Source: an optimization exercise on an open RTL-to-GDS flow (aim: small area, a short achievable clock period and few clock cycles per item). Production flows keep margins and buffers that such runs may drop. RTL that was checked went through simulation tests only; none was proved equivalent to the original. No functional check of the RTL was part of runs 1 to 4. Power is estimated from default activity; no workload was simulated.

**design.v**
```verilog
module checksum_engine (
    input  wire        clk,
    input  wire        rst,         
    input  wire        cmd_valid,
    output wire        cmd_ready,
    input  wire [31:0] cmd_data,
    output reg         rsp_valid,
    output reg  [7:0]  rsp_data
);
    reg        rsp_v1;
    reg  [7:0] rsp_d1;
    always @(posedge clk) begin
        rsp_valid <= rsp_v1 && !rst;
        rsp_data  <= rsp_d1;
    end
    localparam KEY_MAX = 16;
    localparam N       = 49;        
    localparam [5:0] STEP = 6'd27;  
    localparam [3:0] F_NONE     = 4'd0;
    localparam [3:0] F_ILLEGAL  = 4'd1;
    localparam [3:0] F_NOKEY    = 4'd2;
    localparam [3:0] F_KEYOVF   = 4'd3;
    localparam [3:0] F_GEOMETRY = 4'd4;
    localparam [3:0] F_MODRANGE = 4'd5;
    localparam [3:0] F_RASTER   = 4'd6;
    reg [31:0] q0, q1;
    reg        v0, v1;
    reg        rdy;
    reg        rdy_o;               
    assign cmd_ready = rdy_o;
    wire push = cmd_valid & rdy;
    reg  rst_d;
    wire rsti = rst_d;
    always @(posedge clk) rst_d <= rst;
    wire pop;
    wire v0_n = pop ? (v1 | push) : (v0 | push);
    wire v1_n = pop ? (v1 & push) : (v1 | (v0 & push));
    always @(posedge clk) rdy_o <= rst | !(v0_n & v1_n);
    always @(posedge clk) begin
        if (rst) begin
            v0  <= 1'b0;
            v1  <= 1'b0;
            rdy <= 1'b1;
        end else begin
            if (pop) begin
                if (v1) begin
                    q0 <= q1;
                    v1 <= push;
                    rdy <= !push;
                    if (push) q1 <= cmd_data;
                end else begin
                    v0 <= push;
                    rdy <= 1'b1;
                    if (push) q0 <= cmd_data;
                end
            end else if (!v0) begin
                v0 <= push;
                rdy <= 1'b1;
                if (push) q0 <= cmd_data;
            end else if (!v1) begin
                v1 <= push;
                rdy <= !push;
                if (push) q1 <= cmd_data;
            end
        end
    end
    reg [15:0] crc;
    reg [8*KEY_MAX-1:0] key;
    reg [4:0]  klen;
    reg [3:0]  ph;
    reg [7:0]  size;
    reg [15:0] scale;
    reg [15:0] border;
    reg        run;
    reg        done;                
    reg [14:0] rxd, ryd;            
    reg [16:0] cx, cy;              
    reg [3:0]  flt;
    wire [31:0] c   = q0;
    wire [7:0]  op  = c[31:24];
    wire [23:0] arg = c[23:0];
    wire is_sys_stat  = (c == 32'h01000000);
    wire is_ce_init   = (c == 32'h10000000);
    wire is_ce_data   = (op == 8'h11) && (arg[23:8] == 16'h0);
    wire is_ce_out    = (op == 8'h12) && (arg[23:1] == 23'h0);
    wire is_xs_init   = (c == 32'h20000000);
    wire is_xs_key    = (op == 8'h21) && (arg[23:8] == 16'h0);
    wire is_xs_data   = (op == 8'h22) && (arg[23:8] == 16'h0);
    wire is_br_size   = (op == 8'h30) && (arg[23:8] == 16'h0);
    wire is_br_scale  = (op == 8'h31) && (arg[23:16] == 8'h0);
    wire is_br_border = (op == 8'h32) && (arg[23:16] == 8'h0);
    wire is_br_mod    = (op == 8'h33) && (arg[23:17] == 7'h0);
    wire is_br_start  = (c == 32'h34000000);
    wire is_br_pix    = (c == 32'h35000000);
    wire legal = is_sys_stat | is_ce_init | is_ce_data | is_ce_out |
                 is_xs_init | is_xs_key | is_xs_data |
                 is_br_size | is_br_scale | is_br_border | is_br_mod |
                 is_br_start | is_br_pix;
    wire [7:0] b  = c[7:0];
    wire       v  = c[16];
    wire [7:0] my = c[15:8];
    wire [7:0] mx = c[7:0];
    wire [15:0] table_val;
    crc16_table u_table (
        .idx (crc[7:0] ^ b),
        .val (table_val)
    );
    wire [15:0] crc_next = {8'h00, crc[15:8]} ^ table_val;
    wire        scale_bad  = scale[15] | (scale == 16'h0000);
    wire        border_bad = border[15];
    wire [16:0] side = {9'b0, size} + {border[15:0], 1'b0};
    wire [16:0] xend = {9'b0, size} + {1'b0, border} - 17'd1;   
    wire [16:0] nbd  = 17'd0 - {1'b0, border};                  
    wire [14:0] scm1 = scale[14:0] - 15'd1;
    reg  [1:0]  gst;        
    reg         govf;
    wire        gdone    = gst[1];
    wire        geom_bad = scale_bad | border_bad | govf;
    wire [16:0] gsum     = {1'b0, cy[15:0]} + {1'b0, cx[15:0]};
    reg [N*N-1:0] ring;             
    reg [5:0]     hrow;             
    reg [5:0]     swc;              
    wire [N-1:0]  r0 = ring[N-1:0];
    reg           bv0, bv1;         
    reg           bd0, bd1;         
    reg [5:0]     bt0, bt1;
    reg [N-1:0]   bb0, bb1;
    wire [N-1:0] dec;               
    genvar gi;
    generate
        for (gi = 0; gi < N; gi = gi + 1) begin : g_dec
            assign dec[gi] = (mx[5:0] == gi);
        end
    endgenerate
    wire at_head = (my[5:0] == hrow);
    wire dt0  = bv0 && bd0;
    wire dt1  = bv1 && bd1;
    wire fl0  = dt0 && (bt0 == hrow);
    wire fl1  = dt1 && (bt1 == hrow);
    wire hit0 = dt0 && (bt0 == my[5:0]);
    wire hit1 = dt1 && (bt1 == my[5:0]);
    wire free0 = !dt0 || fl0;
    wire free1 = !dt1 || fl1;
    wire in_x = !cx[16] && (cx[15:0] < N);
    wire in_y = !cy[16] && (cy[15:0] < N);
    wire m0 = bv0 && !bd0 && (bt0 == cy[5:0]);
    wire m1 = bv1 && !bd1 && (bt1 == cy[5:0]);
    wire rb_ok = m0 || m1;
    wire [N-1:0] rbsel = m0 ? bb0 : bb1;
    wire [N-1:0] xdec;
    generate
        for (gi = 0; gi < N; gi = gi + 1) begin : g_xdec
            assign xdec[gi] = (cx[5:0] == gi);
        end
    endgenerate
    wire pix_black = in_x && in_y && |(xdec & rbsel);
    reg [7:0] key_rd;
    integer ki;
    always @(*) begin
        key_rd = 8'h00;
        for (ki = 0; ki < KEY_MAX; ki = ki + 1)
            key_rd = key_rd | ({8{ph == ki}} & key[8*ki +: 8]);
    end
    wire pix_bad   = !run || done;
    wire x_last    = (rxd == 15'd0) && (cx == xend);
    wire y_last    = (ryd == 15'd0) && (cy == xend);
    wire mod_bad = (mx >= size) || (my >= size) || (mx >= N) || (my >= N);
    wire key_full = (klen == KEY_MAX);
    wire key_none = (klen == 5'd0);
    reg [3:0] fault;
    always @(*) begin
        fault = F_NONE;
        if (!legal)                       fault = F_ILLEGAL;
        else if (is_xs_data && key_none)  fault = F_NOKEY;
        else if (is_xs_key  && key_full)  fault = F_KEYOVF;
        else if (is_br_start && geom_bad) fault = F_GEOMETRY;
        else if (is_br_mod && mod_bad)    fault = F_MODRANGE;
        else if (is_br_pix && pix_bad)    fault = F_RASTER;
    end
    wire live = v0 && (flt == F_NONE);
    wire mod_wait = !mod_bad && !at_head && (!v || !(hit0 || hit1 || free0 || free1));
    wire pix_wait = !pix_bad && in_y && !rb_ok;
    wire stall = live && ((is_br_start && !gdone) ||
                          (is_br_mod && mod_wait) ||
                          (is_br_pix && pix_wait));
    assign pop = v0 && !stall;
    wire exec = pop && (flt == F_NONE);
    wire ok   = exec && (fault == F_NONE);
    wire clr_now  = rsti || (ok && is_br_size);
    wire sweep    = clr_now || (swc != 6'd0);
    wire dir_set  = ok && is_br_mod && v && at_head;
    wire dir_clr  = ok && is_br_mod && !v;        
    wire buf_wr   = ok && is_br_mod && v && !at_head;
    wire [N-1:0] head_new =
        (((sweep ? {N{1'b0}} : r0) |
          (clr_now ? {N{1'b0}} : ((fl0 ? bb0 : {N{1'b0}}) | (fl1 ? bb1 : {N{1'b0}})))) |
         (dir_set ? dec : {N{1'b0}})) & ~(dir_clr ? dec : {N{1'b0}});
    reg       rsp_v_n;
    reg [7:0] rsp_d_n;
    always @(*) begin
        rsp_v_n = 1'b0;
        rsp_d_n = {4'h0, flt};
        if (pop && is_sys_stat) begin
            rsp_v_n = 1'b1;
        end else if (ok) begin
            if (is_ce_out) begin
                rsp_v_n = 1'b1;
                rsp_d_n = c[0] ? crc[7:0] : crc[15:8];
            end else if (is_xs_key) begin
                rsp_v_n = 1'b1;
                rsp_d_n = b;
            end else if (is_xs_data) begin
                rsp_v_n = 1'b1;
                rsp_d_n = b ^ key_rd;
            end else if (is_br_pix) begin
                rsp_v_n = 1'b1;
                rsp_d_n = {7'h00, pix_black};
            end
        end
    end
    always @(posedge clk) begin
        rsp_d1 <= rsp_d_n;
        rsp_v1 <= rsp_v_n && !rst;
        if (rsti)
            flt <= F_NONE;
        else if (exec && fault != F_NONE)
            flt <= fault;
    end
    always @(posedge clk) begin
        if (rsti)
            crc <= 16'h0000;
        else if (ok && is_ce_init)
            crc <= 16'h0000;
        else if (ok && is_ce_data)
            crc <= crc_next;
    end
    always @(posedge clk) begin
        if (rsti) begin
            klen <= 5'd0;
            ph   <= 4'd0;
        end else if (ok) begin
            if (is_xs_init) begin
                klen <= 5'd0;
                ph   <= 4'd0;
            end else if (is_xs_key) begin
                klen <= klen + 5'd1;
            end else if (is_xs_data) begin
                if ({1'b0, ph} + 5'd1 == klen)
                    ph <= 4'd0;
                else
                    ph <= ph + 4'd1;
            end
        end
    end
    always @(posedge clk) begin
        for (ki = 0; ki < KEY_MAX; ki = ki + 1)
            if (ok && is_xs_key && klen[3:0] == ki)
                key[8*ki +: 8] <= b;
    end
    always @(posedge clk) begin
        if (rsti) begin
            size   <= 8'd0;
            scale  <= 16'd4;
            border <= 16'd2;
            run    <= 1'b0;
            done   <= 1'b0;
        end else if (ok) begin
            if (is_br_size) begin
                size <= b;
                run  <= 1'b0;
            end else if (is_br_scale) begin
                scale <= c[15:0];
                run   <= 1'b0;
            end else if (is_br_border) begin
                border <= c[15:0];
                run    <= 1'b0;
            end else if (is_br_mod) begin
                run <= 1'b0;
            end else if (is_br_start) begin
                run  <= 1'b1;
                done <= (side == 17'd0);
            end else if (is_br_pix) begin
                if (x_last && y_last)
                    done <= 1'b1;
            end
        end
    end
    wire gchange = ok && (is_br_size || is_br_scale || is_br_border);
    always @(posedge clk) begin
        if (ok && is_br_start) begin
            rxd <= scm1;
            ryd <= scm1;
            cx  <= nbd;
            cy  <= nbd;
        end else if (ok && is_br_pix) begin
            if (rxd == 15'd0) begin
                rxd <= scm1;
                if (cx == xend) begin
                    cx <= nbd;
                    if (ryd == 15'd0) begin
                        ryd <= scm1;
                        cy  <= cy + 17'd1;
                    end else begin
                        ryd <= ryd - 15'd1;
                    end
                end else begin
                    cx <= cx + 17'd1;
                end
            end else begin
                rxd <= rxd - 15'd1;
            end
        end else if (!gchange && gst == 2'd0) begin
            rxd <= scale[14:0];
            cx  <= side;
            cy  <= 17'd0;
        end else if (!gchange && gst == 2'd1 && rxd != 15'd0) begin
            if (rxd[0])
                cy <= gsum;
            cx  <= {cx[16] | cx[15], cx[14:0], 1'b0};
            rxd <= {1'b0, rxd[14:1]};
        end
    end
    always @(posedge clk) begin
        if (rsti || gchange) begin
            gst <= 2'd0;
        end else if (gst == 2'd0) begin
            govf <= 1'b0;
            gst  <= 2'd1;
        end else if (gst == 2'd1) begin
            if (rxd == 15'd0)
                gst <= 2'd2;
            else if (rxd[0] && (gsum[16] || cx[16]))
                govf <= 1'b1;
        end
    end
    always @(posedge clk) begin
        ring <= {head_new, ring[N*N-1:N]};
    end
    always @(posedge clk) begin
        if (rsti) begin
            hrow <= 6'd0;
            swc  <= 6'd48;
        end else begin
            hrow <= (hrow + STEP >= N) ? hrow + STEP - N : hrow + STEP;
            if (ok && is_br_size)
                swc <= 6'd48;
            else if (swc != 6'd0)
                swc <= swc - 6'd1;
        end
    end
    wire [5:0] cyc   = cy[16] ? 6'd0 : cy[5:0];
    wire       want  = (hrow == cyc) || (hrow == cyc + 6'd1);
    wire       alloc0 = buf_wr && !hit0 && !hit1 && free0;
    wire       alloc1 = buf_wr && !hit0 && !hit1 && !free0;
    wire       start  = ok && is_br_start;
    wire       cap0   = want && !hrow[0] && !bd0;
    wire       cap1   = want &&  hrow[0] && !bd1;
    always @(posedge clk) begin
        if (clr_now) begin
            bv0 <= 1'b0;
            bd0 <= 1'b0;
        end else if (alloc0) begin
            bv0 <= 1'b1;
            bd0 <= 1'b1;
            bt0 <= my[5:0];
            bb0 <= dec;
        end else if (buf_wr && hit0) begin
            bb0 <= bb0 | dec;
        end else if (fl0) begin
            bd0 <= 1'b0;
            bb0 <= head_new;
        end else if (start) begin
            if (!bd0) bv0 <= 1'b0;
        end else if (cap0) begin
            bv0 <= 1'b1;
            bt0 <= hrow;
            bb0 <= head_new;
        end
    end
    always @(posedge clk) begin
        if (clr_now) begin
            bv1 <= 1'b0;
            bd1 <= 1'b0;
        end else if (alloc1) begin
            bv1 <= 1'b1;
            bd1 <= 1'b1;
            bt1 <= my[5:0];
            bb1 <= dec;
        end else if (buf_wr && hit1) begin
            bb1 <= bb1 | dec;
        end else if (fl1) begin
            bd1 <= 1'b0;
            bb1 <= head_new;
        end else if (start) begin
            if (!bd1) bv1 <= 1'b0;
        end else if (cap1) begin
            bv1 <= 1'b1;
            bt1 <= hrow;
            bb1 <= head_new;
        end
    end
endmodule
module crc16_table (
    input  wire [7:0]  idx,
    output reg  [15:0] val
);
    integer i;
    reg [15:0] r;
    always @(*) begin
        r = {8'h00, idx};
        for (i = 0; i < 8; i = i + 1)
            r = r[0] ? ((r >> 1) ^ 16'hA001) : (r >> 1);
        val = r;
    end
endmodule
```
**run.sh**
```bash
#!/bin/bash
# synth_recipe.tcl (not shown) runs the flow's synth.tcl, then flattens the netlist and writes it again
# the make line also repeats each setting of config.mk as NAME=value (left out here)
make -C /OpenROAD-flow-scripts/flow DESIGN_CONFIG=/design/flow/config.mk WORK_HOME=/design/flow/orfs CLKGATE_MAP_FILE= SYNTH_SCRIPT=/design/flow/synth_recipe.tcl finish
```
**config.mk**
```make
export PLATFORM = sky130hd
export DESIGN_NAME = checksum_engine
export DESIGN_NICKNAME = checksum_engine
export VERILOG_FILES = /design/flow/design.v
export SDC_FILE = /design/flow/constraint.sdc
export NUM_CORES = 4
export LEC_CHECK = 0
export CAP_MARGIN = 20
export CORE_MARGIN = 2
export CORE_UTILIZATION = 55
export CTS_BUF_LIST = sky130_fd_sc_hd__clkbuf_4 sky130_fd_sc_hd__clkbuf_8
export CTS_CLUSTER_SIZE = 30
export SLEW_MARGIN = 20
```
**constraint.sdc**
```tcl
create_clock -name core_clock -period 35.0 [get_ports {clk}]
set_input_delay 7.0000 -clock core_clock [delete_from_list [all_inputs] [get_ports {clk}]]
set_output_delay 7.0000 -clock core_clock [all_outputs]
set_load 0.01 [all_outputs]
```
==> results of run 1 <==
worst max-delay path by stage:
| stage | end | slack, ps | cells after the start |
|---|---|---|---|
| floorplan | q1[0]$_DFFE_PP_ | 23540 | 3 |
| global placement | q1[18]$_DFFE_PP_ | 25960 | 5 |
| detailed placement | q1[19]$_DFFE_PP_ | 25930 | 5 |
| CTS | rsp_data[1] | 26000 | 1 |
| global route | rsp_data[3] | 26000 | 1 |
| finish | rsp_data[1] | 26110 | 1 |
cell usage in the layout (no fill, tap or decap), types with 12 or more instances in the layout:
cell / netlist / routed
nor2b_1: 22 / 20
and2_1: 53 / 53
nand2_1: 278 / 276
nand3_1: 79 / 79
a222oi_1: 69 / 69
nor3_1: 166 / 165
or3_1: 17 / 17
a221oi_1: 32 / 32
or4_1: 18 / 18
nor2_1: 411 / 408
a22oi_1: 29 / 29
a31oi_1: 28 / 26
a21o_1: 21 / 20
a211oi_1: 21 / 21
xnor2_1: 139 / 139
ha_1: 102 / 102
nor4_1: 42 / 42
nand2b_1: 20 / 20
mux2_2: 23 / 23
a22o_1: 12 / 12
clkinv_2: 0 / 41
buf_4: 6 / 67
or2_2: 14 / 14
nor3b_1: 18 / 18
dfxtp_1: 2512 / 2511
o22ai_1: 52 / 52
clkdlybuf4s50_1: 0 / 44
clkbuf_4: 0 / 133
mux2i_1: 76 / 76
inv_1: 88 / 88
bufinv_16: 0 / 12
clkbuf_8: 0 / 525
xor2_1: 99 / 99
nand4_1: 41 / 41
and3_1: 21 / 21
o21a_1: 95 / 95
edfxtp_1: 367 / 367
a21oi_1: 196 / 195
o21ai_0: 148 / 148
power by group through the flow:
stage | logic (µW) | registers, µW | clock network (µW)
after floorplan | 376 | 3530 | 0
after global placement | 458 | 3590 | 0
after detailed placement | 465 | 3590 | 0
after CTS | 468 | 3520 | 2820
after global routing | 519 | 3530 | 2960
final | 473 | 3530 | 2740
registers in the layout (all words and copies together), names as in the netlist, 16 cells and up:
register / count
bb1: 49
border: 16
crc: 16
scale: 16
key: 128
q1: 32
ring: 2401
cx: 17
q0: 32
bb0: 49
cy: 17
per-layer routing:
| metal | GRT usage | part of all wire | vias up |
|---|---|---|---|
| met3 | 0.0480 | 0.070 | 319 |
| met1 | 0.306 | 0.47 | 20645 |
| met5 | 0 | 0 | - |
| met2 | 0.314 | 0.43 | 1502 |
| li1 | - | - | 20472 |
| met4 | 0.0876 | 0.029 | 0 |
per-stage QoR:
| step | worst slack (ps) | utilization | power [µW] | hold slack [ps] |
|---|---|---|---|---|
| after global routing | 26000 | 0.632 | 7010 | 256 |
| after CTS | 26000 | 0.632 | 6810 | 252 |
| after floorplan | 23540 | - | 3900 | 310 |
| after global placement | 25960 | 0.569 | 4050 | 310 |
| after detailed placement | 25930 | 0.569 | 4060 | 312 |
| final | 26110 | 0.632 | 6730 | 262 |
logic make-up after synthesis:
family,count (synthesis),share of synthesized area
adders and majority gates,106,0.0171
AOI/OAI and AO/OA,829,0.0722
and+or+nand+nor,1249,0.0763
xor gates and xnor gates,238,0.0264
muxes,106,0.0149
DFF,2879,0.777
buffers and inverters,316,0.0164
final cells by class:
cell class / count / area [µm²] / area share
antenna: 3 / 7.51 / 0.0000831
sequential: 2879 / 61300 / 0.679
clock inverter: 69 / 677 / 0.00750
inverter: 89 / 334 / 0.00370
tap: 1903 / 2380 / 0.0264
timing repair buffer: 111 / 943 / 0.0104
clock buffer: 658 / 8220 / 0.0911
multi-input combinational: 2528 / 16400 / 0.182
==> metrics.md, run 1 <==
| Metric | Value |
|---|---|
| Status | `finished clean` |
| Non-Filler Instances | `8240` |
| Sw Ratio | `0.230` |
| Num CTS Buffers | `420` |
| Final Hold Viols | `0` |
| Number of synthesis warnings | `2` |
| Starting Density | `0.552` |
| Setup bufs post-CTS | `0` |
| Total gr overflow | `0` |
| Most instantiated cells after synthesis | `dfxtp_1 (2512), nor2_1 (411), edfxtp_1 (367)` |
| Max_cap viols | `0` |
| Max-slew violations | `0` |
| Routed Antenna Nets | `0` |
| Detailed Routing Iterations Pass 1 | `6` |
| Ys async rst share | `0` |
| Crit-path cells | `clkdlybuf4s50_1` |
| Sequential power share | `0.524` |
| Largest area contributor in the netlist | `dfxtp_1` |
| Mapped Area | `0.0789 mm²` |
| CTS root buffer | `clkbuf_8` |
| Measured slew at the worst slew-check pin | `1170 ps` |
| Most instantiated library cell after synthesis | `dfxtp_1` |
| Crit Path Class | `reg -> out` |
| Final setup violating endpoints | `0` |
| Clock Latency Late Sink | `1040 ps` |
| Synth unique cells | `94` |
| Hold path depth | `0` |
| Fin Setup TNS | `0 ps` |
| Post-route cell area | `0.0903 mm²` |
| Synthesized instance count | `5723` |
| Critical path launch point type | `flip-flop` |
| Worst Setup SP | `rsp_data[1]$_DFF_P_` |
| Largest net degree at the start of global routing | `65` |
| CTS tree | `built` |
| Synth-to-layout area growth | `14.4%` |
| Number of synthesized flops with an enable pin | `367` |
| Clk network pwr share | `0.406` |
| Core area | `0.143 mm²` |
| Leakage power | `0.0348 µW` |
| Worst EP required | `28000 ps` |
| Internal power | `5190 µW` |
| DP Cell Count | `7510` |
| WL/cell | `19.1 µm` |
| Syn nets | `5863` |
| # DRC | `0` |
| Post-CTS resize count | `0` |
| First-pass GRT wire length | `244000 µm` |
| Buf+Inv Stages, Crit Path | `1` |
| Critical path peak fanout | `1` |
| H-Tree Depth | `5` |
| Top_reg_cell synth | `dfxtp_1` |
| Post-synthesis register bit count | `2879` |
| Sw Pwr | `1550 µW` |
| # fillers | `11027` |
| RR Endpoint | `cy[3]$_DFFE_PP_` |
| Total Wirelength | `157000 µm` |
| Placement Cell Area | `0.0814 mm²` |
| Vias | `42938` |
| Die Y | `383 µm` |
| Pwr dens | `74.6 mW/mm²` |
| Sequential-to-total area share from yosys stat | `0.777` |
| Rel. slew slack | `0.220` |
| CP top delay family | `buffers and inverters` |
| Worst Hold End | `ring[1580]$_DFF_P_` |
| DP HPWL | `93000 µm` |
| Fin crit share | `0.254` |
| Number of antenna violations at the first check in global routing | `5` |
| VDD IR max | `0.0555 mV` |
| Vias per cell | `5.21` |
| Placer Congestion | `0.895` |
| Worst R2R Setup Slack | `28620 ps` |
| Minimum clock period | `8890 ps` |
| Setup crit end kind | `output port` |
| Vias in the first global route | `42506` |
| Initial detailed-routing violation count | `3488` |
| Worst Skew | `84.1 ps` |
| Fin nets | `6169` |
| Hold crit path type | `reg -> reg` |
| Origin of the worst min-delay path | `ring[1629]$_DFF_P_` |
| IO buf count | `44` |
| Fmax | `113 MHz` |
| Top cells by area, synth | `dfxtp_1 (64%), edfxtp_1 (14%), nor2_1 (2.0%)` |
| Slowest cell on crit path | `clkdlybuf4s50_1` |
| Comb pwr share | `0.070` |
| Hold_buf cts | `0` |
| Worst reg2reg path depth | `12` |
| CTS max path bufs | `4` |
| Arrival @ worst endpoint | `1890 ps` |
| Die width | `383 µm` |
| Crit path largest cell delay | `530 ps` |
| TritonCTS Sinks | `2879` |
| Overall Global Routing Usage | `0.214` |
| Share of cells above drive strength 1 | `0.140` |
| Reg-to-reg critical path startpoint | `q0[0]$_DFFE_PP_` |
| Die area | `0.147 mm²` |
| IO Count | `45` |
| Clock Pin Slew Worst Setup and Hold Paths | `60 ps` |
| Synth top area share | `0.637` |
| Synthesized area per cell | `13.8 µm²` |
| Num rows | `139` |
| Unrepaired setup endpoints after global routing | `false` |
==> run 2, diff against run 1 <==
--- a/design.v
+++ b/design.v
@@ -73,8 +73,9 @@
     reg [15:0] border;
     reg        run;
     reg        done;                
-    reg [14:0] rxd, ryd;            
-    reg [16:0] cx, cy;              
+    reg [14:0] rx, ry;
+    reg [15:0] cx, cy;
+    reg        xr, yr;
     reg [3:0]  flt;
     wire [31:0] c   = q0;
     wire [7:0]  op  = c[31:24];
@@ -109,14 +110,14 @@
     wire        scale_bad  = scale[15] | (scale == 16'h0000);
     wire        border_bad = border[15];
     wire [16:0] side = {9'b0, size} + {border[15:0], 1'b0};
-    wire [16:0] xend = {9'b0, size} + {1'b0, border} - 17'd1;   
-    wire [16:0] nbd  = 17'd0 - {1'b0, border};                  
-    wire [14:0] scm1 = scale[14:0] - 15'd1;
+    wire        bd_zero = (border == 16'd0);
+    wire        sz_zero = (size == 8'd0);
+    wire [15:0] col0    = bd_zero ? 16'd0 : ~border;    
     reg  [1:0]  gst;        
     reg         govf;
     wire        gdone    = gst[1];
     wire        geom_bad = scale_bad | border_bad | govf;
-    wire [16:0] gsum     = {1'b0, cy[15:0]} + {1'b0, cx[15:0]};
+    wire [16:0] gsum     = {1'b0, cy} + {1'b0, cx};
     reg [N*N-1:0] ring;             
     reg [5:0]     hrow;             
     reg [5:0]     swc;              
@@ -141,8 +142,8 @@
     wire hit1 = dt1 && (bt1 == my[5:0]);
     wire free0 = !dt0 || fl0;
     wire free1 = !dt1 || fl1;
-    wire in_x = !cx[16] && (cx[15:0] < N);
-    wire in_y = !cy[16] && (cy[15:0] < N);
+    wire in_x = !cx[15] && (cx < N);
+    wire in_y = !cy[15] && (cy < N);
     wire m0 = bv0 && !bd0 && (bt0 == cy[5:0]);
     wire m1 = bv1 && !bd1 && (bt1 == cy[5:0]);
     wire rb_ok = m0 || m1;
@@ -162,8 +163,16 @@
             key_rd = key_rd | ({8{ph == ki}} & key[8*ki +: 8]);
     end
     wire pix_bad   = !run || done;
-    wire x_last    = (rxd == 15'd0) && (cx == xend);
-    wire y_last    = (ryd == 15'd0) && (cy == xend);
+    wire [15:0] cx_inc = cx + 16'd1;
+    wire [15:0] cy_inc = cy + 16'd1;
+    wire x_bend = cx[15] && (cx == 16'hFFFE);               
+    wire y_bend = cy[15] && (cy == 16'hFFFE);
+    wire x_send = !cx[15] && (cx_inc == {8'h00, size});     
+    wire y_send = !cy[15] && (cy_inc == {8'h00, size});
+    wire x_end  = (x_bend && xr) || (x_send && bd_zero);    
+    wire y_end  = (y_bend && yr) || (y_send && bd_zero);
+    wire rx_one = (rx == 15'd1);
+    wire ry_one = (ry == 15'd1);
     wire mod_bad = (mx >= size) || (my >= size) || (mx >= N) || (my >= N);
     wire key_full = (klen == KEY_MAX);
     wire key_none = (klen == 5'd0);
@@ -278,9 +287,9 @@
                 run <= 1'b0;
             end else if (is_br_start) begin
                 run  <= 1'b1;
-                done <= (side == 17'd0);
+                done <= sz_zero && bd_zero;
             end else if (is_br_pix) begin
-                if (x_last && y_last)
+                if (rx_one && x_end && ry_one && y_end)
                     done <= 1'b1;
             end
         end
@@ -288,36 +297,63 @@
     wire gchange = ok && (is_br_size || is_br_scale || is_br_border);
     always @(posedge clk) begin
         if (ok && is_br_start) begin
-            rxd <= scm1;
-            ryd <= scm1;
-            cx  <= nbd;
-            cy  <= nbd;
+            rx <= scale[14:0];
+            ry <= scale[14:0];
+            cx <= col0;
+            cy <= col0;
+            xr <= 1'b0;
+            yr <= 1'b0;
         end else if (ok && is_br_pix) begin
-            if (rxd == 15'd0) begin
-                rxd <= scm1;
-                if (cx == xend) begin
-                    cx <= nbd;
-                    if (ryd == 15'd0) begin
-                        ryd <= scm1;
-                        cy  <= cy + 17'd1;
+            if (rx_one) begin
+                rx <= scale[14:0];
+                if (x_end) begin
+                    cx <= col0;
+                    xr <= 1'b0;
+                    if (ry_one) begin
+                        ry <= scale[14:0];
+                        if (y_bend || y_send) begin
+                            if (!cy[15] && !bd_zero) begin
+                                cy <= ~border;
+                                yr <= 1'b1;
+                            end else if (cy[15] && !yr && !sz_zero) begin
+                                cy <= 16'd0;
+                            end else begin
+                                cy <= ~border;
+                                yr <= 1'b1;
+                            end
+                        end else begin
+                            cy <= cy_inc;
+                        end
                     end else begin
-                        ryd <= ryd - 15'd1;
+                        ry <= ry - 15'd1;
+                    end
+                end else if (x_bend || x_send) begin
+                    if (!cx[15] && !bd_zero) begin
+                        cx <= ~border;
+                        xr <= 1'b1;
+                    end else if (cx[15] && !xr && !sz_zero) begin
+                        cx <= 16'd0;
+                    end else begin
+                        cx <= ~border;
+                        xr <= 1'b1;
                     end
                 end else begin
-                    cx <= cx + 17'd1;
+                    cx <= cx_inc;
                 end
             end else begin
-                rxd <= rxd - 15'd1;
+                rx <= rx - 15'd1;
             end
         end else if (!gchange && gst == 2'd0) begin
-            rxd <= scale[14:0];
-            cx  <= side;
-            cy  <= 17'd0;
-        end else if (!gchange && gst == 2'd1 && rxd != 15'd0) begin
-            if (rxd[0])
-                cy <= gsum;
-            cx  <= {cx[16] | cx[15], cx[14:0], 1'b0};
-            rxd <= {1'b0, rxd[14:1]};
+            rx <= scale[14:0];
+            cx <= side[15:0];
+            xr <= side[16];
+            cy <= 16'd0;
+        end else if (!gchange && gst == 2'd1 && rx != 15'd0) begin
+            if (rx[0])
+                cy <= gsum[15:0];
+            cx <= {cx[14:0], 1'b0};
+            xr <= xr | cx[15];
+            rx <= {1'b0, rx[14:1]};
         end
     end
     always @(posedge clk) begin
@@ -327,9 +363,9 @@
             govf <= 1'b0;
             gst  <= 2'd1;
         end else if (gst == 2'd1) begin
-            if (rxd == 15'd0)
+            if (rx == 15'd0)
                 gst <= 2'd2;
-            else if (rxd[0] && (gsum[16] || cx[16]))
+            else if (rx[0] && (gsum[16] || xr))
                 govf <= 1'b1;
         end
     end
@@ -348,7 +384,7 @@
                 swc <= swc - 6'd1;
         end
     end
-    wire [5:0] cyc   = cy[16] ? 6'd0 : cy[5:0];
+    wire [5:0] cyc   = cy[15] ? 6'd0 : cy[5:0];
     wire       want  = (hrow == cyc) || (hrow == cyc + 6'd1);
     wire       alloc0 = buf_wr && !hit0 && !hit1 && free0;
     wire       alloc1 = buf_wr && !hit0 && !hit1 && !free0;
==> flow/run.sh (new file) <==
#!/bin/bash
# Own flow: the standard layout (standard.sh), with the port buffers that
# global placement inserts made sky130_fd_sc_hd__buf_4 instead of the default
# pick (a slow delay buffer). Each ORFS step keeps its own log under
# orfs/logs/; the make output is kept in standard.log.
set -euo pipefail
export BUFFER_PORTS_ARGS="-buffer_cell sky130_fd_sc_hd__buf_4"
bash standard.sh > standard.log 2>&1
==> standard.sh (new file) <==
#!/bin/bash
# synth_recipe.tcl (not shown) runs the flow's synth.tcl, then flattens the netlist and writes it again
# the make line also repeats each setting of config.mk as NAME=value (left out here)
make -C /OpenROAD-flow-scripts/flow DESIGN_CONFIG=/design/flow/config.mk WORK_HOME=/design/flow/orfs CLKGATE_MAP_FILE= SYNTH_SCRIPT=/design/flow/synth_recipe.tcl "${@:-finish}"
--- a/config.mk
+++ b/config.mk
@@ -7,7 +7,5 @@
 export LEC_CHECK = 0
 export CAP_MARGIN = 20
 export CORE_MARGIN = 2
-export CORE_UTILIZATION = 55
-export CTS_BUF_LIST = sky130_fd_sc_hd__clkbuf_4 sky130_fd_sc_hd__clkbuf_8
-export CTS_CLUSTER_SIZE = 30
+export CORE_UTILIZATION = 40
 export SLEW_MARGIN = 20
removed: run.sh
==> run 2 against run 1 <==
  * Non-clock buffer count shrank 8
  * Routed wire length fell by 5.2%
  * Setup slack improved by 530 ps
  * Clock power increased by 6%
  * Clock skew fell by 8.3 ps
  * Core utilization shrank 16 points
  * Highest routed layer unchanged
  * Still clean
  * Sequential power about the same
  * Synthesized cell count fell by 7.7%
  * Clock-buffer cell count is 268 lower
  * Combinational power shrank 0.8%
  * Via count down 7.5%
==> metrics.md, run 2 <==
| Metric | Value |
|---|---|
| Post-synthesis register bit count | `2879 (unchanged)` |
| H-Tree Depth | `5 (unchanged)` |
| Fin crit share | `0.239 (was 0.254)` |
| Synth-to-layout area growth | `15.8% (was 14.4%)` |
| Die area | `0.195 mm² (was 0.147 mm²)` |
| Minimum clock period | `8350 ps (was 8890 ps)` |
| IO Count | `45 (unchanged)` |
| First-pass GRT wire length | `231000 µm (was 244000 µm)` |
| Status | `finished clean (unchanged)` |
| Critical path peak fanout | `1 (unchanged)` |
| Initial detailed-routing violation count | `3793 (was 3488)` |
| DP HPWL | `88100 µm (was 93000 µm)` |
| Detailed Routing Iterations Pass 1 | `9 (was 6)` |
| Setup ws final | `26650 ps (was 26110 ps)` |
| Max-slew violations | `0 (unchanged)` |
| Num CTS Buffers | `283 (was 420)` |
| CTS max path bufs | `4 (unchanged)` |
| Share of cells above drive strength 1 | `0.116 (was 0.140)` |
| Measured slew at the worst slew-check pin | `1160 ps (was 1170 ps)` |
| Total Wirelength | `149000 µm (was 157000 µm)` |
| Core area | `0.190 mm² (was 0.143 mm²)` |
| Hold crit path type | `reg -> reg (unchanged)` |
| Critical path launch point type | `flip-flop (unchanged)` |
| TritonCTS Sinks | `2879 (unchanged)` |
| Final setup violating endpoints | `0 (unchanged)` |
| Synth top area share | `0.656 (was 0.637)` |
| Slowest cell on crit path | `dfxtp_1 (was clkdlybuf4s50_1)` |
| CTS tree | `built (unchanged)` |
| Pwr dens | `77.7 mW/mm² (was 74.6 mW/mm²)` |
| Setup bufs post-CTS | `0 (unchanged)` |
| Setup crit end kind | `output port (unchanged)` |
| Buf+Inv Stages, Crit Path | `1 (unchanged)` |
| Num rows | `160 (was 139)` |
| Post-CTS resize count | `0 (unchanged)` |
| Number of synthesis warnings | `2 (unchanged)` |
| Largest area contributor in the netlist | `dfxtp_1 (unchanged)` |
| Synth unique cells | `95 (was 94)` |
| Crit path largest cell delay | `340 ps (was 530 ps)` |
| Rel. slew slack | `0.223 (was 0.220)` |
| Vias | `39700 (was 42938)` |
| Synthesized instance count | `5283 (was 5723)` |
| Hold_buf cts | `0 (unchanged)` |
| Most instantiated cells after synthesis | `dfxtp_1 (2514), edfxtp_1 (365), nand2_1 (268) (was dfxtp_1 (2512), nor2_1 (411), edfxtp_1 (367))` |
| Worst EP required | `28000 ps (about the same)` |
| Leakage power | `0.0339 µW (was 0.0348 µW)` |
| CTS root buffer | `clkbuf_16 (was clkbuf_8)` |
| Arrival @ worst endpoint | `1350 ps (was 1890 ps)` |
| Most instantiated library cell after synthesis | `dfxtp_1 (unchanged)` |
| Clock Pin Slew Worst Setup and Hold Paths | `60 ps (about the same)` |
| IO buf count | `44 (unchanged)` |
| Mapped Area | `0.0768 mm² (was 0.0789 mm²)` |
| Crit-path cells | `buf_4 (was clkdlybuf4s50_1)` |
| # DRC | `0 (unchanged)` |
| Vias in the first global route | `39446 (was 42506)` |
| Worst Skew | `75.8 ps (was 84.1 ps)` |
| Max_cap viols | `0 (unchanged)` |
| Syn nets | `5387 (was 5863)` |
| Clock Latency Late Sink | `900 ps (was 1040 ps)` |
| Number of synthesized flops with an enable pin | `365 (was 367)` |
| Overall Global Routing Usage | `0.150 (was 0.214)` |
| Placer Congestion | `0.910 (was 0.895)` |
| Pre-CTS setup slack | `26060 ps (was 25930 ps)` |
| Number of antenna violations at the first check in global routing | `6 (was 5)` |
| Utilization after layout | `0.467 (was 0.632)` |
| Die Y | `442 µm (was 383 µm)` |
| Leading cell type in the layout, fill and taps excluded | `dfxtp_1 (unchanged)` |
| VDD IR max | `0.0474 mV (was 0.0555 mV)` |
| WL/cell | `18.3 µm (was 19.1 µm)` |
| Max FFs per register | `2401 (unchanged)` |
| Fmax | `120 MHz (was 113 MHz)` |
| Total gr overflow | `0 (unchanged)` |
| Ys async rst share | `0 (unchanged)` |
| Top cells by area, synth | `dfxtp_1 (66%), edfxtp_1 (14%), o21ai_0 (1.5%) (was dfxtp_1 (64%), edfxtp_1 (14%), nor2_1 (2.0%))` |
| Top_reg_cell synth | `dfxtp_1 (unchanged)` |
| Commonest non-fill, non-tap cells in the layout | `dfxtp_1 (2513), edfxtp_1 (365), clkbuf_16 (291) (was dfxtp_1 (2511), clkbuf_8 (525), nor2_1 (408))` |
| Fin nets | `5551 (was 6169)` |
| Largest net degree at the start of global routing | `65 (unchanged)` |
| CP top delay family | `flip-flops (was buffers and inverters)` |
| Synthesized area per cell | `14.5 µm² (was 13.8 µm²)` |
| Crit Path Class | `reg -> out (unchanged)` |
| Final Hold Viols | `0 (unchanged)` |
| Top flop regs | `ring x2401, key x128 (unchanged)` |
| Fin Setup TNS | `0 ps (unchanged)` |
| Starting Density | `0.403 (was 0.552)` |
| Sequential-to-total area share from yosys stat | `0.798 (was 0.777)` |
| Die width | `442 µm (was 383 µm)` |
| Vias per cell | `4.87 (was 5.21)` |
| Top reg by flops | `ring (unchanged)` |
| Routed Antenna Nets | `0 (unchanged)` |
| Unrepaired setup endpoints after global routing | `false (unchanged)` |
[run 2: cell count changes after synthesis, sizes merged, moves of 23 or more]
cell     before  now
o21ai       154  231
nor2        414  250
o21a         95    8
inv          88   53
a2bb2oi       5  149
xor2         99   76
a22oi        29   71
and2         53   10
o22ai        52   13
ha          102   67
xnor2       139  106
nor3        171   71
a21oi       196  153
[run 2: final timing paths]
check	startpoint	to	slack [ps]	cells after the start
max	rdy_o$_DFF_P_	cmd_ready	26650	1
min	ring[1816]$_DFF_P_	ring[1767]$_DFF_P_	280	0
max reg2reg	q0[2]$_DFFE_PP_	bb1[28]$_DFFE_PP_	28970	13
min reg2reg	ring[1816]$_DFF_P_	ring[1767]$_DFF_P_	280	0
[run 2: per-stage QoR]
stage,hold slack [ps],cells,total power [µW],area (µm²)
global route,281,8156,7170,88900
global placement,310,7671,4050,79800
floorplan,310,5283,3900,76800
finish,276,8157,6910,88900
CTS,275,8155,6980,88900
detailed placement,312,7673,4060,79800
[run 2: cell type report]
cell class                 count  area, µm²
inverter                      54        203
antenna                        2       5.00
sequential                  2879      61300
multi-input combinational   2126      14400
timing repair buffer         103        781
fill                       16438     102000
tap                         2511       3140
clock inverter                92        936
clock buffer                 390       8120
[run 2: cell families (layout without fill, tap and decap cells)]
kind of cell,count (synthesis),after routing,synth area share
AOI/OAI and AO/OA,879,879,0.0837
other,0,2,0
muxes,103,103,0.0143
DFF,2879,2879,0.798
xor gates and xnor gates,182,182,0.0208
buffers and inverters,278,639,0.0155
and+or+nand+nor,893,893,0.0558
adders and majority gates,69,69,0.0114
[run 2: metal layers]
| metal | GRT usage | vias to the layer above | wire, µm | part of all wire |
|---|---|---|---|---|
| met5 | 0 | - | 0 | 0 |
| met4 | 0.0700 | 0 | 6290 | 0.042 |
| met3 | 0.0414 | 429 | 12400 | 0.083 |
| met2 | 0.214 | 1434 | 61700 | 0.41 |
| met1 | 0.211 | 19089 | 68900 | 0.46 |
| li1 | - | 18748 | - | - |
[run 2: power by group]
part | leakage (µW) | switching [µW] | internal [µW]
Combinational | 0.00568 | 277 | 192
Sequential | 0.0237 | 111 | 3410
Clock | 0.00447 | 1180 | 1730
Total | 0.0339 | 1570 | 5340
==> run 3, diff against run 2 <==
--- a/config.mk
+++ b/config.mk
@@ -8,4 +8,6 @@
 export CAP_MARGIN = 20
 export CORE_MARGIN = 2
 export CORE_UTILIZATION = 40
+export CTS_CLUSTER_DIAMETER = 100
+export CTS_CLUSTER_SIZE = 30
 export SLEW_MARGIN = 20
==> run 3 against run 2 <==
  * Die area unchanged
  * Setup slack improved by 98 ps
  * First-iteration DRC count decreased by 2.5%
  * Area after synthesis unchanged
  * Sequential share of layout area increased by 5.0 points
  * Highest routed layer is now met5
==> metrics.md, run 3 <==
| Metric | Value |
|---|---|
| Top_reg_cell synth | `dfxtp_1 (unchanged)` |
| Measured slew at the worst slew-check pin | `1160 ps (about the same)` |
| DP HPWL | `88100 µm (unchanged)` |
| Share of cells above drive strength 1 | `0.0660 (was 0.116)` |
| Vias in the first global route | `37277 (was 39446)` |
| Routed Antenna Nets | `0 (unchanged)` |
| Die Y | `442 µm (unchanged)` |
| Max_cap viols | `0 (unchanged)` |
| Fmax | `121 MHz (was 120 MHz)` |
| Crit path largest cell delay | `350 ps (was 340 ps)` |
| Levels on crit path | `1 (unchanged)` |
| Total gr overflow | `0 (unchanged)` |
| Critical path launch point type | `flip-flop (unchanged)` |
| Final Hold Viols | `0 (unchanged)` |
| Number of synthesized flops with an enable pin | `365 (unchanged)` |
| Clock Latency Late Sink | `800 ps (was 900 ps)` |
| Num CTS Buffers | `109 (was 283)` |
| VDD IR max | `0.0528 mV (was 0.0474 mV)` |
| Hold_buf cts | `0 (unchanged)` |
| Clock Pin Slew Worst Setup and Hold Paths | `120 ps (was 60 ps)` |
| Worst reg2reg path depth | `13 (unchanged)` |
| Mapped Area | `0.0768 mm² (unchanged)` |
| Leading cell type in the layout, fill and taps excluded | `dfxtp_1 (unchanged)` |
| IO Count | `45 (unchanged)` |
| Synth unique cells | `95 (unchanged)` |
| Post-synthesis register bit count | `2879 (unchanged)` |
| Unrepaired setup endpoints after global routing | `false (unchanged)` |
| Vias | `38376 (was 39700)` |
| Leakage power | `0.0309 µW (was 0.0339 µW)` |
| Worst EP required | `28000 ps (about the same)` |
| CTS tree | `built (unchanged)` |
| Fin nets | `5377 (was 5551)` |
| Synth-to-layout area growth | `7.93% (was 15.8%)` |
| Pwr Total | `5510 µW (was 6910 µW)` |
| First-pass GRT wire length | `222000 µm (was 231000 µm)` |
| Crit Path Class | `reg -> out (unchanged)` |
| Total Wirelength | `144000 µm (was 149000 µm)` |
| # fillers | `16972 (was 16438)` |
| Minimum clock period | `8260 ps (was 8350 ps)` |
| Rel. slew slack | `0.220 (was 0.223)` |
| Initial detailed-routing violation count | `3700 (was 3793)` |
| Most instantiated cells after synthesis | `dfxtp_1 (2514), edfxtp_1 (365), nand2_1 (268) (unchanged)` |
| Fin Setup TNS | `0 ps (unchanged)` |
| Die area | `0.195 mm² (unchanged)` |
| Setup ws final | `26740 ps (was 26650 ps)` |
| Pre-CTS setup slack | `26060 ps (unchanged)` |
| Reg-to-reg critical path startpoint | `q0[2]$_DFFE_PP_ (unchanged)` |
| Ys async rst share | `0 (unchanged)` |
| Starting Density | `0.403 (unchanged)` |
| Origin of the worst min-delay path | `ring[205]$_DFF_P_ (was ring[1816]$_DFF_P_)` |
| Arrival @ worst endpoint | `1260 ps (was 1350 ps)` |
| CP top delay family | `flip-flops (unchanged)` |
| H-Tree Depth | `3 (was 5)` |
| Largest area contributor in the netlist | `dfxtp_1 (unchanged)` |
| Top cells by area, synth | `dfxtp_1 (66%), edfxtp_1 (14%), o21ai_0 (1.5%) (unchanged)` |
| Pwr dens | `66.5 mW/mm² (was 77.7 mW/mm²)` |
| # DRC | `0 (unchanged)` |
| Worst R2R Setup Slack | `29000 ps (was 28970 ps)` |
| Fin crit share | `0.236 (was 0.239)` |
| Buf+Inv Stages, Crit Path | `1 (unchanged)` |
| Hold crit path type | `reg -> reg (unchanged)` |
| Number of synthesis warnings | `2 (unchanged)` |
| Top flop regs | `ring x2401, key x128 (unchanged)` |
| RR Endpoint | `bb1[25]$_DFFE_PP_ (was bb1[28]$_DFFE_PP_)` |
| Die width | `442 µm (unchanged)` |
| WL/cell | `18.5 µm (was 18.3 µm)` |
| Commonest non-fill, non-tap cells in the layout | `dfxtp_1 (2513), edfxtp_1 (365), nand2_1 (265) (was dfxtp_1 (2513), edfxtp_1 (365), clkbuf_16 (291))` |
| Vias per cell | `4.91 (was 4.87)` |
| CTS max path bufs | `3 (was 4)` |
| Synth top area share | `0.656 (unchanged)` |
| Worst hold margin | `278 ps (was 276 ps)` |
| Max-slew violations | `0 (unchanged)` |
| Synthesized area per cell | `14.5 µm² (unchanged)` |
| Slowest cell on crit path | `dfxtp_1 (unchanged)` |
| Sequential-to-total area share from yosys stat | `0.798 (unchanged)` |
| Worst Hold End | `ring[156]$_DFF_P_ (was ring[1767]$_DFF_P_)` |
| Worst Skew | `63.6 ps (was 75.8 ps)` |
| Max FFs per register | `2401 (unchanged)` |
| Syn nets | `5387 (unchanged)` |
| Most instantiated library cell after synthesis | `dfxtp_1 (unchanged)` |
| Crit-path cells | `buf_4 (unchanged)` |
| Core area | `0.190 mm² (unchanged)` |
| Status | `finished clean (unchanged)` |
| Critical path peak fanout | `1 (unchanged)` |
| Overall Global Routing Usage | `0.144 (was 0.150)` |
| Top reg by flops | `ring (unchanged)` |
| Setup bufs post-CTS | `0 (unchanged)` |
| Final setup violating endpoints | `0 (unchanged)` |
| IO buf count | `44 (unchanged)` |
| Number of antenna violations at the first check in global routing | `5 (was 6)` |
| CTS root buffer | `clkbuf_16 (unchanged)` |
| Placer Congestion | `0.910 (unchanged)` |
| Synthesized instance count | `5283 (unchanged)` |
| Detailed Routing Iterations Pass 1 | `10 (was 9)` |
| TritonCTS Sinks | `2879 (unchanged)` |
| Post-CTS resize count | `0 (unchanged)` |
| Largest net degree at the start of global routing | `65 (unchanged)` |
| Num rows | `160 (unchanged)` |
| Hold path depth | `0 (unchanged)` |
| Setup crit end kind | `output port (unchanged)` |
## run 3: cell counts after synthesis
Identical to the previous run, type by type.
## run 3: routing by layer
| layer | up-vias | GRT usage | share of wire |
|---|---|---|---|
| met1 | 18611 | 0.210 | 0.48 |
| met2 | 1257 | 0.210 | 0.41 |
| met4 | 2 | 0.0555 | 0.037 |
| li1 | 18197 | - | - |
| met3 | 309 | 0.0308 | 0.073 |
| met5 | - | 0 | 0.000062 |
## run 3: metrics by stage
step / area (µm²) / utilization / std cells
final: 82800 / 0.435 / 7819
after global routing: 82800 / 0.435 / 7818
after CTS: 82800 / 0.435 / 7817
after detailed placement: 79800 / 0.419 / 7673
after global placement: 79800 / 0.419 / 7671
after floorplan: 76800 / - / 5283
## run 3: cell families after synthesis
group,after synthesis,share of synthesized area
flops,2879,0.798
mux,103,0.0143
buf+inv,278,0.0155
compound gates,879,0.0837
simple gates,893,0.0558
fa+ha+maj,69,0.0114
xor+xnor,182,0.0208
## run 3: worst max path at each step
stage	to	slack, ps	start
2_1_floorplan	q1[0]$_DFFE_PP_	23880	cmd_valid
3_3_place_gp	q1[22]$_DFFE_PP_	26060	cmd_valid
3_5_place_dp	q1[22]$_DFFE_PP_	26060	cmd_valid
4_1_cts	cmd_ready	26660	rdy_o$_DFF_P_
5_1_grt	cmd_ready	26670	rdy_o$_DFF_P_
6_report	cmd_ready	26740	rdy_o$_DFF_P_
## run 3: layout make-up
| cell class | count | area, µm² | share of cell area |
|---|---|---|---|
| multi-input cells | 2126 | 14400 | 0.174 |
| well taps | 2511 | 3140 | 0.0379 |
| flip-flops and latches | 2879 | 61300 | 0.740 |
| diodes | 2 | 5.00 | 0.0000604 |
| repair buffers | 103 | 781 | 0.00942 |
| inverters | 54 | 203 | 0.00245 |
| clock inverters | 15 | 205 | 0.00248 |
| clock buffers | 129 | 2810 | 0.0340 |
## run 3: where the power goes
group	internal [µW]	total, µW	switching, µW	leakage, µW
clock	585	1510	930	0.00147
sequential	3410	3520	111	0.0237
combinational	192	470	278	0.00568
==> run 4, diff against run 3 <==
--- a/config.mk
+++ b/config.mk
@@ -8,6 +8,6 @@
 export CAP_MARGIN = 20
 export CORE_MARGIN = 2
 export CORE_UTILIZATION = 40
-export CTS_CLUSTER_DIAMETER = 100
-export CTS_CLUSTER_SIZE = 30
+export CTS_CLUSTER_DIAMETER = 70
+export CTS_CLUSTER_SIZE = 20
 export SLEW_MARGIN = 20
==> run 4 against run 3 <==
  * Sequential share of layout area down 1.8 points
  * Critical path type unchanged
  * Core utilization up 1.1 points
  * Synthesized cell count stayed put
  * Global-route usage up 0.29 points
  * Die area did not move
  * Routed wire length up 1.3%
  * Area after synthesis did not move
  * Register-to-register slack got worse by 40 ps
  * Setup slack got worse by 45 ps
  * Still clean
  * Clock power is 32% higher
==> metrics.md, run 4 <==
| Metric | Value |
|---|---|
| Status | `finished clean (unchanged)` |
| IO buf count | `44 (unchanged)` |
| Fmax | `120 MHz (was 121 MHz)` |
| Hold_buf cts | `0 (unchanged)` |
| Starting Density | `0.403 (unchanged)` |
| Slowest cell on crit path | `dfxtp_1 (unchanged)` |
| Worst Hold End | `ring[1862]$_DFF_P_ (was ring[156]$_DFF_P_)` |
| Routed Antenna Nets | `0 (unchanged)` |
| DP HPWL | `88100 µm (unchanged)` |
| Synthesized instance count | `5283 (unchanged)` |
| Num CTS Buffers | `172 (was 109)` |
| Worst hold margin | `289 ps (was 278 ps)` |
| Top flop regs | `ring x2401, key x128 (unchanged)` |
| Buf+Inv Stages, Crit Path | `1 (unchanged)` |
| Pre-CTS setup slack | `26060 ps (unchanged)` |
| Reg-to-reg critical path startpoint | `q0[2]$_DFFE_PP_ (unchanged)` |
| CTS root buffer | `clkbuf_16 (unchanged)` |
| Total Wirelength | `146000 µm (was 144000 µm)` |
| Syn nets | `5387 (unchanged)` |
| Synth-to-layout area growth | `10.7% (was 7.93%)` |
| RR Endpoint | `bb1[34]$_DFFE_PP_ (was bb1[25]$_DFFE_PP_)` |
| Setup bufs post-CTS | `0 (unchanged)` |
| CP top delay family | `flip-flops (unchanged)` |
| Top cells by area, synth | `dfxtp_1 (66%), edfxtp_1 (14%), o21ai_0 (1.5%) (unchanged)` |
| First-pass GRT wire length | `226000 µm (was 222000 µm)` |
| Mapped Area | `0.0768 mm² (unchanged)` |
| Hold crit path type | `reg -> reg (unchanged)` |
| Worst EP required | `28000 ps (about the same)` |
| Detailed Routing Iterations Pass 1 | `9 (was 10)` |
| VDD IR max | `0.0484 mV (was 0.0528 mV)` |
| Worst R2R Setup Slack | `28960 ps (was 29000 ps)` |
| Synth top area share | `0.656 (unchanged)` |
| # DRC | `0 (unchanged)` |
| Placer Congestion | `0.910 (unchanged)` |
| Final setup violating endpoints | `0 (unchanged)` |
| TritonCTS Sinks | `2879 (unchanged)` |
| Unrepaired setup endpoints after global routing | `false (unchanged)` |
| IO Count | `45 (unchanged)` |
| Most instantiated library cell after synthesis | `dfxtp_1 (unchanged)` |
| Arrival @ worst endpoint | `1300 ps (was 1260 ps)` |
| WL/cell | `18.5 µm (about the same)` |
| Hold path depth | `0 (unchanged)` |
| Number of antenna violations at the first check in global routing | `5 (unchanged)` |
| Worst reg2reg path depth | `13 (unchanged)` |
| Clock Pin Slew Worst Setup and Hold Paths | `80 ps (was 120 ps)` |
| Die area | `0.195 mm² (unchanged)` |
| Num rows | `160 (unchanged)` |
| Overall Global Routing Usage | `0.147 (was 0.144)` |
| Synthesized area per cell | `14.5 µm² (unchanged)` |
| Number of synthesized flops with an enable pin | `365 (unchanged)` |
| Total gr overflow | `0 (unchanged)` |
| CTS max path bufs | `3 (unchanged)` |
| Max-slew violations | `0 (unchanged)` |
| Initial detailed-routing violation count | `3854 (was 3700)` |
| Crit Path Class | `reg -> out (unchanged)` |
| Number of synthesis warnings | `2 (unchanged)` |
| Core area | `0.190 mm² (unchanged)` |
| Share of cells above drive strength 1 | `0.0816 (was 0.0660)` |
| Sequential-to-total area share from yosys stat | `0.798 (unchanged)` |
| Pwr dens | `70.3 mW/mm² (was 66.5 mW/mm²)` |
| Most instantiated cells after synthesis | `dfxtp_1 (2514), edfxtp_1 (365), nand2_1 (268) (unchanged)` |
| Post-CTS resize count | `0 (unchanged)` |
| Post-synthesis register bit count | `2879 (unchanged)` |
| CTS tree | `built (unchanged)` |
| Fin nets | `5440 (was 5377)` |
| Measured slew at the worst slew-check pin | `1160 ps (about the same)` |
| Largest area contributor in the netlist | `dfxtp_1 (unchanged)` |
| Critical path peak fanout | `1 (unchanged)` |
| Vias in the first global route | `38267 (was 37277)` |
| Rel. slew slack | `0.223 (was 0.220)` |
| Clock Latency Late Sink | `850 ps (was 800 ps)` |
| Ys async rst share | `0 (unchanged)` |
| Vias | `38700 (was 38376)` |
| Worst Skew | `80.8 ps (was 63.6 ps)` |
| Commonest non-fill, non-tap cells in the layout | `dfxtp_1 (2513), edfxtp_1 (365), nand2_1 (265) (unchanged)` |
| Max_cap viols | `0 (unchanged)` |
| Vias per cell | `4.89 (was 4.91)` |
| Critical path launch point type | `flip-flop (unchanged)` |
| Leakage power | `0.0319 µW (was 0.0309 µW)` |
| # fillers | `16775 (was 16972)` |
| Fin crit share | `0.237 (was 0.236)` |
| Largest net degree at the start of global routing | `65 (unchanged)` |
| Origin of the worst min-delay path | `ring[1911]$_DFF_P_ (was ring[205]$_DFF_P_)` |
| Top reg by flops | `ring (unchanged)` |
| Non-Filler Instances | `7907 (was 7819)` |
| Pwr Total | `5980 µW (was 5510 µW)` |
| Final Hold Viols | `0 (unchanged)` |
| Max FFs per register | `2401 (unchanged)` |
| H-Tree Depth | `4 (was 3)` |
| Top_reg_cell synth | `dfxtp_1 (unchanged)` |
| Synth unique cells | `95 (unchanged)` |
| Setup crit end kind | `output port (unchanged)` |
| Die width | `442 µm (unchanged)` |
| Fin Setup TNS | `0 ps (unchanged)` |
| Crit path largest cell delay | `340 ps (was 350 ps)` |
| Crit-path cells | `buf_4 (unchanged)` |
| Setup ws final | `26700 ps (was 26740 ps)` |
| Die Y | `442 µm (unchanged)` |
| Minimum clock period | `8300 ps (was 8260 ps)` |
| Leading cell type in the layout, fill and taps excluded | `dfxtp_1 (unchanged)` |
| DP Cell Count | `7673 (unchanged)` |
run 4: layout make-up:
type | count | area [µm²] | area share
Antenna cell | 3 | 7.51 | 0.0000884
Clock buffer | 194 | 4470 | 0.0526
Clock inverter | 37 | 647 | 0.00762
Inverter | 54 | 203 | 0.00239
Multi-Input combinational cell | 2126 | 14400 | 0.170
Sequential cell | 2879 | 61300 | 0.722
Tap cell | 2511 | 3140 | 0.0370
Timing Repair Buffer | 103 | 781 | 0.00919
run 4: logic make-up (layout without fill, tap and decap cells):
kind of cell | after synthesis | after routing | share of synthesized area
AO/OA/AOI/OAI | 879 | 879 | 0.0837
XOR/XNOR | 182 | 182 | 0.0208
adder cells (fa/ha/maj) | 69 | 69 | 0.0114
buffers and inverters | 278 | 388 | 0.0155
flip-flops | 2879 | 2879 | 0.798
multiplexers | 103 | 103 | 0.0143
other | 0 | 3 | 0
AND/OR/NAND/NOR | 893 | 893 | 0.0558
run 4: worst register-to-register path, stage by stage (launching register included):
cell and delay [ps]:
edfxtp_1 400, buf_4 240, buf_4 260, nor4_1 640, nand4_1 280, nor4b_1 860
nand2_1 200, o2111ai_2 240, or3_1 420, nor2b_2 120, nand3b_1 450, buf_4 630
nand2_1 180, o31a_4 670
run 4: worst max path at each step:
stage / startpoint / endpoint / slack [ps] / cells after the start
floorplan: cmd_valid / q1[0]$_DFFE_PP_ / 23880 / 3
global placement: cmd_valid / q1[22]$_DFFE_PP_ / 26060 / 4
detailed placement: cmd_valid / q1[22]$_DFFE_PP_ / 26060 / 4
CTS: rdy_o$_DFF_P_ / cmd_ready / 26610 / 1
global route: rdy_o$_DFF_P_ / cmd_ready / 26630 / 1
finish: rdy_o$_DFF_P_ / cmd_ready / 26700 / 1
run 4: per-stage QoR:
stage / instance area (µm²) / util
after global routing: 84900 / 0.446
after detailed placement: 79800 / 0.419
after CTS: 84900 / 0.446
after global placement: 79800 / 0.419
after floorplan: 76800 / -
final: 84900 / 0.446
run 4: routing by layer:
layer / share of wire / global-route usage / vias to the layer above
li1: - / - / 18359
met1: 0.47 / 0.211 / 18709
met2: 0.42 / 0.212 / 1315
met3: 0.077 / 0.0370 / 317
met4: 0.038 / 0.0617 / 0
met5: 0 / 0 / -
run 4: where the power goes:
group,internal [µW],switching [µW],total (µW)
logic,192,277,469
clock network,934,1050,1990
registers,3410,110,3520
==> run 5, diff against run 4 <==
--- a/design.v
+++ b/design.v
@@ -23,7 +23,12 @@
     localparam [3:0] F_GEOMETRY = 4'd4;
     localparam [3:0] F_MODRANGE = 4'd5;
     localparam [3:0] F_RASTER   = 4'd6;
-    reg [31:0] q0, q1;
+    wire [27:0] in_e = {cmd_data[31:24],
+                        cmd_data[23:17] == 7'h0,
+                        cmd_data[15:8] == 8'h0,
+                        cmd_data[7:1] == 7'h0,
+                        cmd_data[16:0]};
+    reg [27:0] q0, q1;
     reg        v0, v1;
     reg        rdy;
     reg        rdy_o;               
@@ -47,20 +52,20 @@
                     q0 <= q1;
                     v1 <= push;
                     rdy <= !push;
-                    if (push) q1 <= cmd_data;
+                    if (push) q1 <= in_e;
                 end else begin
                     v0 <= push;
                     rdy <= 1'b1;
-                    if (push) q0 <= cmd_data;
+                    if (push) q0 <= in_e;
                 end
             end else if (!v0) begin
                 v0 <= push;
                 rdy <= 1'b1;
-                if (push) q0 <= cmd_data;
+                if (push) q0 <= in_e;
             end else if (!v1) begin
                 v1 <= push;
                 rdy <= !push;
-                if (push) q1 <= cmd_data;
+                if (push) q1 <= in_e;
             end
         end
     end
@@ -77,22 +82,26 @@
     reg [15:0] cx, cy;
     reg        xr, yr;
     reg [3:0]  flt;
-    wire [31:0] c   = q0;
-    wire [7:0]  op  = c[31:24];
-    wire [23:0] arg = c[23:0];
-    wire is_sys_stat  = (c == 32'h01000000);
-    wire is_ce_init   = (c == 32'h10000000);
-    wire is_ce_data   = (op == 8'h11) && (arg[23:8] == 16'h0);
-    wire is_ce_out    = (op == 8'h12) && (arg[23:1] == 23'h0);
-    wire is_xs_init   = (c == 32'h20000000);
-    wire is_xs_key    = (op == 8'h21) && (arg[23:8] == 16'h0);
-    wire is_xs_data   = (op == 8'h22) && (arg[23:8] == 16'h0);
-    wire is_br_size   = (op == 8'h30) && (arg[23:8] == 16'h0);
-    wire is_br_scale  = (op == 8'h31) && (arg[23:16] == 8'h0);
-    wire is_br_border = (op == 8'h32) && (arg[23:16] == 8'h0);
-    wire is_br_mod    = (op == 8'h33) && (arg[23:17] == 7'h0);
-    wire is_br_start  = (c == 32'h34000000);
-    wire is_br_pix    = (c == 32'h35000000);
+    wire [16:0] c   = q0[16:0];
+    wire [7:0]  op  = q0[27:20];
+    wire        z17 = q0[19];                  
+    wire        z16 = z17 && !c[16];           
+    wire        z8  = z16 && q0[18];           
+    wire        z1  = z8 && q0[17];            
+    wire        z0  = z1 && !c[0];             
+    wire is_sys_stat  = (op == 8'h01) && z0;
+    wire is_ce_init   = (op == 8'h10) && z0;
+    wire is_ce_data   = (op == 8'h11) && z8;
+    wire is_ce_out    = (op == 8'h12) && z1;
+    wire is_xs_init   = (op == 8'h20) && z0;
+    wire is_xs_key    = (op == 8'h21) && z8;
+    wire is_xs_data   = (op == 8'h22) && z8;
+    wire is_br_size   = (op == 8'h30) && z8;
+    wire is_br_scale  = (op == 8'h31) && z16;
+    wire is_br_border = (op == 8'h32) && z16;
+    wire is_br_mod    = (op == 8'h33) && z17;
+    wire is_br_start  = (op == 8'h34) && z0;
+    wire is_br_pix    = (op == 8'h35) && z0;
     wire legal = is_sys_stat | is_ce_init | is_ce_data | is_ce_out |
                  is_xs_init | is_xs_key | is_xs_data |
                  is_br_size | is_br_scale | is_br_border | is_br_mod |
==> run 5 against run 4 <==
  * Via count increased by 1.3%
  * Clock skew decreased by 30 ps
  * Area after synthesis decreased by 0.88%
  * Highest routed layer unchanged
  * Setup slack improved by 24 ps
  * Design area decreased by 0.48%
  * Clock power about the same
  * Hold slack improved by 18 ps
  * Combinational power decreased by 59%
  * Critical path type unchanged
  * Sequential share of layout area increased by 0.066 points
  * Core utilization about the same
  * Total power decreased by 5.8%
  * Cell count increased by 0.38%
==> metrics.md, run 5 <==
| Metric | Value |
|---|---|
| CP top delay family | `flip-flops (unchanged)` |
| Most instantiated library cell after synthesis | `dfxtp_1 (unchanged)` |
| Share of cells above drive strength 1 | `0.0747 (was 0.0816)` |
| Top cells by area, synth | `dfxtp_1 (66%), edfxtp_1 (14%), nor2_1 (1.4%) (was dfxtp_1 (66%), edfxtp_1 (14%), o21ai_0 (1.5%))` |
| Leakage power | `0.0325 µW (was 0.0319 µW)` |
| Number of antenna violations at the first check in global routing | `2 (was 5)` |
| Fin Setup TNS | `0 ps (unchanged)` |
| IO buf count | `44 (unchanged)` |
| Synth-to-layout area growth | `11.1% (was 10.7%)` |
| Num rows | `160 (unchanged)` |
| Worst hold margin | `308 ps (was 289 ps)` |
| Critical path peak fanout | `1 (unchanged)` |
| H-Tree Depth | `4 (unchanged)` |
| Fin crit share | `0.236 (was 0.237)` |
| Largest area contributor in the netlist | `dfxtp_1 (unchanged)` |
| Hold crit path type | `reg -> reg (unchanged)` |
| VDD IR max | `0.0481 mV (was 0.0484 mV)` |
| CTS max path bufs | `3 (unchanged)` |
| WL/cell | `18.3 µm (was 18.5 µm)` |
| Leading cell type in the layout, fill and taps excluded | `dfxtp_1 (unchanged)` |
| Synthesized area per cell | `14.4 µm² (was 14.5 µm²)` |
| Synth unique cells | `90 (was 95)` |
| CTS tree | `built (unchanged)` |
| Worst R2R Setup Slack | `28530 ps (was 28960 ps)` |
| Routed Antenna Nets | `0 (unchanged)` |
| Top_reg_cell synth | `dfxtp_1 (unchanged)` |
| Top reg by flops | `ring (unchanged)` |
| CTS root buffer | `clkbuf_16 (unchanged)` |
| Core area | `0.190 mm² (about the same)` |
| Crit Path Class | `reg -> out (unchanged)` |
| TritonCTS Sinks | `2871 (was 2879)` |
| Detailed Routing Iterations Pass 1 | `8 (was 9)` |
| Mapped Area | `0.0761 mm² (was 0.0768 mm²)` |
| Critical path launch point type | `flip-flop (unchanged)` |
| # DRC | `0 (unchanged)` |
| Vias | `39205 (was 38700)` |
| Synth top area share | `0.662 (was 0.656)` |
| IO Count | `45 (unchanged)` |
| Die Y | `440 µm (was 442 µm)` |
| Worst EP required | `28000 ps (about the same)` |
| Most instantiated cells after synthesis | `dfxtp_1 (2514), edfxtp_1 (357), nor2_1 (279) (was dfxtp_1 (2514), edfxtp_1 (365), nand2_1 (268))` |
| Status | `finished clean (unchanged)` |
| Vias per cell | `4.94 (was 4.89)` |
| Die width | `440 µm (was 442 µm)` |
| Max FFs per register | `2401 (unchanged)` |
| Buf+Inv Stages, Crit Path | `1 (unchanged)` |
| Overall Global Routing Usage | `0.148 (was 0.147)` |
| Placer Congestion | `0.923 (was 0.910)` |
| Minimum clock period | `8280 ps (was 8300 ps)` |
==> run 5: cell types whose count changed after synthesis, moves of 31 or more <==
cell,delta
a22oi_1,+63
a2bb2oi_1,-100
a2bb2oi_2,-48
inv_1,+61
nand2_1,-38
nor2_1,+31
nor3_1,+44
o21ai_0,-57
o22ai_1,+50
==> run 5: kinds of logic after synthesis <==
logic type | count (synthesis) | synth area share
flip-flops | 2871 | 0.802
AND/OR/NAND/NOR | 933 | 0.0595
AO/OA/AOI/OAI | 796 | 0.0722
buffers and inverters | 334 | 0.0173
XOR/XNOR | 183 | 0.0218
multiplexers | 108 | 0.0151
adder cells (fa/ha/maj) | 70 | 0.0117
==> run 5: cell type report <==
class | instances | area [µm²] | area share
clock buffer | 198 | 4560 | 0.0539
tap | 2511 | 3140 | 0.0372
multi-input combinational | 2090 | 13900 | 0.164
antenna | 2 | 5.00 | 0.0000592
sequential | 2871 | 61100 | 0.722
timing repair buffer | 104 | 781 | 0.00924
clock inverter | 45 | 692 | 0.00819
inverter | 116 | 435 | 0.00515
==> run 5: worst reg2reg max path, cell delays in order (launching register included) <==
cell	delay [ps]
edfxtp_1	330
buf_4	510
inv_1	330
ha_1	370
nor3b_1	230
nor2_1	90
o31ai_1	270
nand3_1	320
o311ai_1	410
buf_4	240
or4_4	700
or3_1	450
nor2b_4	710
buf_4	550
a21oi_4	100
buf_4	390
==> run 5: worst paths after layout <==
| kind | from | to | depth (start not counted) |
|---|---|---|---|
| worst max-delay path | rsp_data[4]$_DFF_P_ | rsp_data[4] | 1 |
| worst min-delay path | ring[1329]$_DFF_P_ | ring[1280]$_DFF_P_ | 0 |
| worst max register to register | q0[0]$_DFFE_PP_ | bb1[15]$_DFFE_PP_ | 15 |
| worst min register to register | ring[1329]$_DFF_P_ | ring[1280]$_DFF_P_ | 0 |
==> run 5: where the power goes <==
group          switching (µW)  internal (µW)  leakage (µW)  total, µW
logic                     117           77.2       0.00628        194
clock network            1050            968       0.00255       2020
registers                54.8           3360        0.0236       3420
==> run 5: routing by layer <==
layer | up-vias | wire [µm] | track usage
li1 | 18400 | - | -
met3 | 339 | 10100 | 0.0279
met5 | - | 0 | 0
met1 | 18997 | 67000 | 0.210
met4 | 0 | 5270 | 0.0614
met2 | 1469 | 62500 | 0.221
==> run 5: metrics by stage <==
stage	utilization	total power, µW	setup slack, ps	instances	area [µm²]
2_1_floorplan	-	3610	24090	5295	76100
3_3_place_gp	0.418	3680	26510	7691	79200
3_5_place_dp	0.418	3680	26500	7691	79300
4_1_cts	0.446	5700	26650	7934	84500
5_1_grt	0.446	5840	26640	7935	84500
6_report	0.446	5630	26720	7937	84500
Testbench counts of run 5, summed over its fixed seeds: cycles 597,645, commands 595,965.

==> port drivers added, routing unchanged <==
Ports are ideal in the flow. The routed layouts listed here were re-timed in OpenROAD.
Step 1: set_driving_cell puts a clkbuf_16 on clk and a buf_2 on each other input, an assumption about the parent block.
Step 2 times the ports against the registers' clock, not the clock port: input delays grow and output delays shrink by t, the midpoint of the rising clock arrivals with the driver on.
Slacks: ideal / step 1 / step 2; pairs: ideal / step 1.
| run | t (ns) | setup slack, ns |
|---|---|---|
| run 1 | 1.080 | 26.115 / 26.038 / 25.881 |
| run 2 | 0.945 | 26.646 / 26.562 / 26.459 |
| run 3 | 0.855 | 26.744 / 26.657 / 26.443 |
| run 4 | 0.898 | 26.699 / 26.615 / 26.469 |
| run 5 | 0.896 | 26.723 / 26.638 / 26.480 |
After both steps setup and hold are still met in every run listed.
